This design comes from an exercise in tuning for small area, a short achievable clock period and few clock cycles on the open sky130 flow, not from production work. Only the layout flow was run in this run; the RTL was not checked for function there. Power and IR drop assume default switching activity.

[design/flow/config.mk]
export PLATFORM = sky130hd
export DESIGN_NAME = rspf_deframer
export DESIGN_NICKNAME = rspf_deframer
export VERILOG_FILES = /design/flow/design.v
export SDC_FILE = /design/flow/constraint.sdc
export NUM_CORES = 4
export LEC_CHECK = 0
export CAP_MARGIN = 20
export CORE_MARGIN = 2
export CORE_UTILIZATION = 40
export PLACE_DENSITY = 0.6
export SETUP_SLACK_MARGIN = 3.0
export SLEW_MARGIN = 20
export TNS_END_PERCENT = 100
[design/flow/constraint.sdc]
create_clock -name core_clock -period 5.5 [get_ports {clk}]
set_input_delay 1.1000 -clock core_clock [delete_from_list [all_inputs] [get_ports {clk}]]
set_output_delay 1.1000 -clock core_clock [all_outputs]
set_load 0.01 [all_outputs]
[design/flow/design.v]
module rspf_deframer #(
    parameter MAX_FRAME   = 132,
    parameter MAX_PAYLOAD = 128
) (
    input  wire       clk,
    input  wire       rst,
    input  wire       in_valid,
    input  wire [7:0] in_data,
    output wire       in_ready,
    output reg        ev_valid,
    input  wire       ev_ready,
    output reg  [2:0] ev_kind,
    output reg  [7:0] ev_data
);
    localparam [2:0] EV_ACK = 3'd1, EV_NACK = 3'd2, EV_INT = 3'd3,
                     EV_REJECT = 3'd4, EV_PKT_BYTE = 3'd5, EV_PKT_END = 3'd6;
    localparam [2:0] C_OK = 3'd0, C_BAD_RLE = 3'd1, C_RAW_DOLLAR = 3'd2,
                     C_OVERSIZE = 3'd3, C_BAD_CK_DIGIT = 3'd4, C_CK_MISMATCH = 3'd5;
    localparam QD = 8;    
    localparam QW = 3;    
    reg [7:0] s0, s1;
    reg       s0v, s1v;
    wire      stall;
    wire      pop = s0v && !stall;
    wire      acc = in_valid && !s1v;
    assign in_ready = !s1v;
    always @(posedge clk) begin
        if (rst) begin
            s0v <= 1'b0;
            s1v <= 1'b0;
        end else if (pop) begin
            if (s1v) begin
                s0  <= s1;
                s1v <= 1'b0;
            end else begin
                s0  <= in_data;
                s0v <= acc;
            end
        end else if (!s0v) begin
            s0  <= in_data;
            s0v <= acc;
        end else if (acc) begin
            s1  <= in_data;
            s1v <= 1'b1;
        end
    end
    wire [7:0] b = s0;
    wire b_dollar = (b == 8'h24);
    wire b_hash   = (b == 8'h23);
    wire b_star   = (b == 8'h2A);
    wire b_brace  = (b == 8'h7D);
    wire b_int    = (b == 8'h03);
    wire b_plus   = (b == 8'h2B);
    wire b_minus  = (b == 8'h2D);
    wire b_rle    = (b >= 8'h20 && b <= 8'h7E);
    reg       hex_ok;
    reg [3:0] hex_val;
    always @* begin
        hex_ok  = 1'b1;
        hex_val = 4'd0;
        if (b >= 8'h30 && b <= 8'h39)      hex_val = b[3:0];
        else if (b >= 8'h41 && b <= 8'h46) hex_val = b[3:0] + 4'd9;
        else if (b >= 8'h61 && b <= 8'h66) hex_val = b[3:0] + 4'd9;
        else                               hex_ok  = 1'b0;
    end
    reg [7:0] payload [0:MAX_PAYLOAD-1];
    reg [7:0] wp;         
    reg [7:0] rp;         
    reg [7:0] avail29;    
    reg [6:0] w_lo;       
    reg       w_wrap;
    reg       w_en;
    reg [8:0]   q [0:QD-1];    
    reg [QW:0]  qwp, qrp;
    wire        q_full  = (qwp[QW] != qrp[QW]) && (qwp[QW-1:0] == qrp[QW-1:0]);
    wire        q_empty = (qwp == qrp);
    reg       st_hunt, st_body, st_esc, st_rle, st_ck1, st_ck2;
    reg [7:0] rx_sum;
    reg       rx_last_ok;
    reg [7:0] rx_last;
    reg [2:0] rx_bad;
    reg [7:0] rx_wire;
    reg       rx_hi_ok;    
    reg [7:0] room29;      
    wire good     = (rx_bad == C_OK);
    wire int_in   = !st_hunt && !st_esc && b_int;       
    wire counted  = !st_hunt && !int_in;
    wire c_over   = counted && (rx_wire == MAX_FRAME);
    wire frame_end = st_ck2 && !b_int;
    wire lit      = st_esc || (st_body && !b_brace && !b_star && !b_dollar && !b_hash && !b_int);
    wire run      = st_rle && b_rle && rx_last_ok;
    wire [7:0] room = room29 - 8'd29;
    wire st_over  = lit ? (room29 == 8'd29) : ({1'b0, b[6:0]} > room29);
    wire full     = (wp[6:0] == rp[6:0]) && (wp[7] != rp[7]);
    wire no_space = lit ? full : ({1'b0, b[6:0]} > avail29);
    reg [2:0] cause;
    always @* begin
        cause = C_OK;
        if (c_over)                                   cause = C_OVERSIZE;
        else if (st_body && b_star && !rx_last_ok)    cause = C_BAD_RLE;
        else if (st_body && b_dollar)                 cause = C_RAW_DOLLAR;
        else if (st_rle && !b_rle)                    cause = C_BAD_RLE;
        else if ((st_ck1 || st_ck2) && !hex_ok)       cause = C_BAD_CK_DIGIT;
        else if (st_ck2 && !(rx_hi_ok && hex_val == rx_sum[3:0]))
                                                      cause = C_CK_MISMATCH;
        else if ((lit || run) && st_over)             cause = C_OVERSIZE;
    end
    wire [2:0] n_bad    = good ? cause : rx_bad;
    wire       go_bad   = good && (cause != C_OK);
    wire       do_store = good && (cause == C_OK) && (lit || run);
    wire push = (st_hunt && (b_plus || b_minus || b_int)) || int_in || frame_end;
    reg [8:0] push_d;
    always @* begin
        if (frame_end && n_bad == C_OK) push_d = {1'b1, wp};
        else if (frame_end)             push_d = {1'b0, EV_REJECT, 2'd0, n_bad};
        else if (b_plus)                push_d = {1'b0, EV_ACK, 5'd0};
        else if (b_minus)               push_d = {1'b0, EV_NACK, 5'd0};
        else                            push_d = {1'b0, EV_INT, 5'd0};
    end
    assign stall = (push && q_full) ||
                   ((lit || run) && no_space && !st_over);
    wire [6:0] k     = run ? (b[6:0] - 7'd29) : 7'd1;
    wire [7:0] wp_st = wp + {1'b0, k};
    wire [7:0] wp_rb = wp + room - 8'd128;    
    wire       start = st_hunt && b_dollar;
    always @(posedge clk) begin
        if (rst) begin
            st_hunt    <= 1'b1;
            st_body    <= 1'b0;
            st_esc     <= 1'b0;
            st_rle     <= 1'b0;
            st_ck1     <= 1'b0;
            st_ck2     <= 1'b0;
            rx_sum     <= 8'd0;
            rx_last_ok <= 1'b0;
            rx_bad     <= C_OK;
            rx_wire    <= 8'd0;
            rx_hi_ok   <= 1'b0;
            room29     <= 8'd157;
            wp         <= 8'd0;
        end else if (pop && !int_in) begin
            st_hunt <= (st_hunt && !b_dollar) || st_ck2;
            st_body <= start || st_esc || st_rle || (st_body && !b_brace && !b_star && !b_hash);
            st_esc  <= st_body && b_brace;
            st_rle  <= st_body && b_star;
            st_ck1  <= st_body && b_hash;
            st_ck2  <= st_ck1;
            if (start) begin
                rx_sum     <= 8'd0;
                rx_last_ok <= 1'b0;
                rx_bad     <= C_OK;
                rx_wire    <= 8'd1;
                room29     <= 8'd157;
            end else if (frame_end) begin
                rx_bad     <= C_OK;
                room29     <= 8'd157;
            end else if (counted) begin
                if (rx_wire != MAX_FRAME)
                    rx_wire <= rx_wire + 1'b1;
                if (!st_ck1 && !(st_body && b_hash))
                    rx_sum <= rx_sum + b;
                if (lit || run)
                    rx_last_ok <= 1'b1;
                rx_bad <= n_bad;
                if (go_bad)
                    room29 <= 8'd157;
                else if (do_store)
                    room29 <= room29 - {1'b0, k};
            end
            if (st_ck1)
                rx_hi_ok <= hex_ok && (hex_val == rx_sum[7:4]);
            if (do_store)
                wp <= wp_st;
            else if (go_bad)
                wp <= wp_rb;
        end
    end
    always @(posedge clk) begin
        if (pop && lit)
            rx_last <= st_esc ? (b ^ 8'h20) : b;
    end
    always @(posedge clk) begin
        if (rst) begin
            w_en   <= 1'b0;
            w_lo   <= 7'd0;
            w_wrap <= 1'b0;
        end else begin
            w_en   <= pop && do_store;
            w_lo   <= wp[6:0];
            w_wrap <= wp_st[7] != wp[7];
        end
    end
    wire [6:0] w_hi = wp[6:0];
    genvar gi;
    generate
        for (gi = 0; gi < MAX_PAYLOAD; gi = gi + 1) begin : g_pl
            wire ge_lo = (gi[6:4] > w_lo[6:4]) || (gi[6:4] == w_lo[6:4] && gi[3:0] >= w_lo[3:0]);
            wire ge_hi = (gi[6:4] > w_hi[6:4]) || (gi[6:4] == w_hi[6:4] && gi[3:0] >= w_hi[3:0]);
            always @(posedge clk)
                if (w_en && ((ge_lo && !ge_hi) || (w_wrap && (ge_lo || !ge_hi))))
                    payload[gi] <= rx_last;
        end
    endgenerate
    wire [8:0]  qh     = q[qrp[QW-1:0]];
    wire        ld     = !q_empty && (!ev_valid || ev_ready);
    wire        is_pkt = qh[8];
    wire        more   = is_pkt && (rp != qh[7:0]);
    always @(posedge clk) begin
        if (pop && push && !q_full)
            q[qwp[QW-1:0]] <= push_d;
    end
    always @(posedge clk) begin
        if (rst)
            avail29 <= 8'd157;
        else
            avail29 <= 8'd157 - wp + rp;
    end
    always @(posedge clk) begin
        if (rst) begin
            qwp      <= {(QW+1){1'b0}};
            qrp      <= {(QW+1){1'b0}};
            rp       <= 8'd0;
            ev_valid <= 1'b0;
            ev_kind  <= 3'd0;
            ev_data  <= 8'd0;
        end else begin
            if (pop && push)
                qwp <= qwp + 1'b1;
            if (ld) begin
                ev_valid <= 1'b1;
                if (more) begin
                    ev_kind <= EV_PKT_BYTE;
                    ev_data <= payload[rp[6:0]];
                    rp      <= rp + 1'b1;
                end else begin
                    ev_kind <= is_pkt ? EV_PKT_END : qh[7:5];
                    ev_data <= is_pkt ? 8'd0 : {5'd0, qh[2:0]};
                    qrp     <= qrp + 1'b1;
                end
            end else if (ev_ready) begin
                ev_valid <= 1'b0;
            end
        end
    end
endmodule
[design/flow/run.sh]
#!/bin/bash
# synth_recipe.tcl (not shown) runs the flow's synth.tcl, then flattens the netlist and writes it again
# the make line also repeats each setting of config.mk as NAME=value (left out here)
make -C /OpenROAD-flow-scripts/flow DESIGN_CONFIG=/design/flow/config.mk WORK_HOME=/design/flow/orfs CLKGATE_MAP_FILE= SYNTH_SCRIPT=/design/flow/synth_recipe.tcl finish
==> summary.txt <==
[cells by family after synthesis]
group	Yosys count	synth area share
multiplexers	51	0.0145
buffers and inverters	252	0.0190
adder cells (fa/ha/maj)	145	0.0324
AO/OA/AOI/OAI	1029	0.138
XOR/XNOR	64	0.0108
flip-flops	1213	0.682
AND/OR/NAND/NOR	1086	0.104
[Yosys cell counts, types with 19 or more instances]
library cell | count | area (um2)
clkbuf_1 | 131 | 492
a21o_1 | 24 | 180
nor4_1 | 52 | 325
nand3_1 | 49 | 245
ha_1 | 74 | 926
mux2i_1 | 22 | 220
dfxtp_1 | 93 | 1860
and2_1 | 93 | 582
inv_1 | 81 | 304
nand4_1 | 69 | 432
a21oi_1 | 159 | 796
a22oi_1 | 501 | 3760
maj3_1 | 66 | 661
o21ai_0 | 113 | 566
a31oi_1 | 27 | 169
nand2_1 | 320 | 1200
nor2_1 | 273 | 1020
buf_1 | 19 | 71.3
xnor2_1 | 46 | 403
nor3_1 | 75 | 375
a21boi_0 | 25 | 188
edfxtp_1 | 1120 | 33600
[tightest hold or removal path: stages, from the launching register on]
cell	delay (ns)
dfxtp_4	0.36
nand2_1	0.05
o21ai_1	0.05
[layout make-up]
class / count / area [um2] / area share
multi-input cells: 2375 / 19000 / 0.286
inverters: 82 / 337 / 0.00506
clock buffers: 171 / 3500 / 0.0526
clock inverters: 57 / 554 / 0.00833
diodes: 6 / 15.0 / 0.000226
repair buffers: 535 / 5350 / 0.0804
well taps: 1742 / 2180 / 0.0327
flip-flops and latches: 1213 / 35600 / 0.535
[layer usage]
metal / vias to the layer above / GRT usage / share of wire
met5: - / 0 / 0.0015
li1: 16100 / - / -
met3: 976 / 0.159 / 0.16
met2: 3728 / 0.533 / 0.40
met4: 24 / 0.252 / 0.084
met1: 21000 / 0.488 / 0.35
[cell usage in the layout, fill, tap and decap left out, types with 60 or more instances in the layout]
cell / count
maj3_1: 66
nor2_1: 182
o21ai_0: 97
ha_1: 60
nand4_1: 69
nand2_1: 295
buf_4: 334
a22oi_1: 437
buf_6: 99
dfxtp_1: 68
edfxtp_1: 1120
a21oi_1: 119
clkbuf_16: 136
inv_1: 73
a22oi_2: 64
[registers in the layout (all words and copies together) (netlist names), 3 cells and up, named ones only]
| register | count |
|---|---|
| rx_last | 8 |
| rx_bad | 3 |
| ev_data | 8 |
| qwp | 4 |
| q | 72 |
| wp | 8 |
| qrp | 4 |
| rx_sum | 8 |
| ev_kind | 3 |
| rp | 8 |
| w_lo | 7 |
| s0 | 8 |
| payload | 1024 |
| room29 | 8 |
| s1 | 8 |
| rx_wire | 8 |
| avail29 | 8 |
[metrics by stage]
stage,std cells,utilization
6_report,6181,0.515
5_1_grt,6175,0.515
4_1_cts,6103,0.502
3_5_place_dp,5641,0.433
3_3_place_gp,5638,0.432
2_1_floorplan,3840,-
[power by group]
group | switching [mW] | internal, mW | total, mW
logic | 0.126 | 0.104 | 0.230
registers | 0.00633 | 9.91 | 9.92
clock network | 3.83 | 4.76 | 8.58
total | 3.96 | 14.8 | 18.7
[worst max-delay path by stage]
stage,start,end,slack (ns),cells past startpoint
2_1_floorplan,s0[3],q[1][0],2.25,10
3_3_place_gp,rp[4],ev_data[1],0.87,10
3_5_place_dp,rp[3],ev_data[1],1.07,10
4_1_cts,s0[1],q[4][7],2.19,11
5_1_grt,s0[0],q[1][3],2.06,12
6_report,s0[0],q[1][3],2.12,12
[repair_timing]
action                                  in CTS  in global routing
endpoints found under the hold margin        0                  0
pin swaps                                  160                146
buffers inserted                           228                 70
cloned                                       6                  2
hold buffers                                 0                  0
gates resized for setup                    657                240
endpoints found under the setup margin    1270                681
==> run_results.csv <==
group,metric,value,unit
routing,first_iter_violations,8908,
sta,max_slew_margin,0.153,
critical_path,critPathLaunchType,"flip-flop",
clock_tree,clkLatencyLatePin,0.81,ns
critical_path,r2r-start,"s0[0]",
floorplanning,num_rows,132,
synthesis,synth_edf_count,1120,
clock_tree,cts_root_buf,"clkbuf_16",
job,maxCapViolations,0,
routing,drtPass1Iterations,13,
routing,avgRoutedWirePerCell,42.0,um
sta,setup_viol,0,
clock_tree,clk_pin_slew,0.06,ns
synthesis,yosys.cell_types.count,98,
routing,drc,0,
clock_tree,cts_buffer_depth,3,
power,p_total,18.7,mW
outcome,status,"no timing/DRC/antenna violations",
floorplanning,die_area,133000,um2
hold_path,hold_path_end,"ev_data[5]",
synthesis,seq_area_frac_synth,0.682,
synthesis,synth_flop_cell,"edfxtp_1",
critical_path,ff2ff_path_depth,12,
critical_path,crit_type,"flip-flop to flip-flop",
synthesis,netlist_instances,3840,
placed_design,hpwl,175000,um
synthesis,synth_nets,3931,
critical_path,max_stage_delay,0.50,ns
routing,wirelength,260000,um
critical_path,cp.required,5.99,ns
synthesis,avgSynthCellArea,13.6,um2
power,leakage,22.3,nW
synthesis,syn-cell-area,52000,um2
final_layout,drive_above_1_share,0.302,
sta,tns,0,ns
sta,period_minus_slack,3.38,ns
critical_path,crit_fanout,6,
floorplanning,die_w,365,um
synthesis,ys_ff_latch,1213,
critical_path,worstPathArrival,3.87,ns
power,peakVddDrop,297,uV
sta,clock.fmax,296,MHz
sta,worst_pin_slew,1.27,ns
hold_path,worst_hold_path.num_cells,2,
floorplanning,dieHeight,365,um
final_layout,post-route-cell-area,66600,um2
critical_path,cp_slowest_cell,"edfxtp_1",
clock_tree,h-tree-depth,4,
global_routing,grt_max_degree,129,
critical_path,crit_top_cell,"buf_4",
sta,finClkSkew,0.0389,ns
floorplanning,start_util,0.402,
clock_tree,cts.sinks,1213,
global_routing,grt_pass1_wl,340000,um
sta,finalHoldViolations,0,
final_layout,fillers,10800,
hold_path,hp-class,"flip-flop to flip-flop",
sta,hold-worst-slack,0.502,ns
synthesis,ys_warn_count,2,
hold_path,holdCritStartpoint,"ev_data[5]",
sta,fin_ws,2.12,ns
final_layout,syn2layout_area_growth,27.9,%
sta,slew_viol_final,0,
critical_path,cp_num_buf_inv,3,
routing,viasPerCell,6.78,
clock_tree,cts_tree,"built",
power,power_density,281,nW/um2
final_layout,nets,4430,
global_routing,overflow,0,
critical_path,critPathTopFamily,"compound AO/OA/AOI/OAI gates",
floorplanning,core,129000,um2
placed_design,pre_cts_slack,1.07,ns
critical_path,reg2reg_setup_slack,2.12,ns
sta,finalCritPeriodShare,0.614,
clock_tree,cts_made_buffers,132,
routing,drtAntennaViolNets,0,
critical_path,cp-end-kind,"flip-flop",
critical_path,r2r-end,"q[1][3]",
global_routing,grt_pass1_vias,38100,
global_routing,antenna_found_initial,14,
critical_path,crit_chain,"inv_4, buf_4, ha_4, nand3_1, a21oi_4, o31a_1, a2bb2oi_4, o211a_4, nand2_4, or2_4, nor4b_4, buf_4",
synthesis,synthArstFlopShare,0,
sta,rsz0062_at_grt,"yes",
placed_design,place_area,56000,um2
floorplanning,num_io_pins,25,
placed_design,portBuffers,24,
routing,vias,41900,
placed_design,gp_congestion,1.14,
global_routing,track_usage,0.383,

-- separate check: timing with driven ports --
The flow's constraints put no driver on any port. The routed layout listed below was extracted and timed again, unchanged, in two steps.
Step 1 assumes that a clkbuf_16 drives the clock port and a buf_2 every other input.
Step 2 adds t to the input delays and takes it off the output delays; t is the mean of the earliest and latest rising clock arrival at the registers after step 1. Input paths then give back, and output paths get back, about the clock's delay inside the block.
a / b / c = ideal ports / drivers / drivers and shift; a / b = the first two.
t, ns: 0.881
setup slack, ns: 2.120 / 2.120 / 2.120
clock arrival spread, ns: 0.041 / 0.041
worst data-port slew with drivers (ns): 0.03
pins driven straight from the clock port: 1
After both steps setup and hold are still met in this run. The setup slack of this run moves by 0.000 ns with the drivers and by 0.000 ns with both steps.
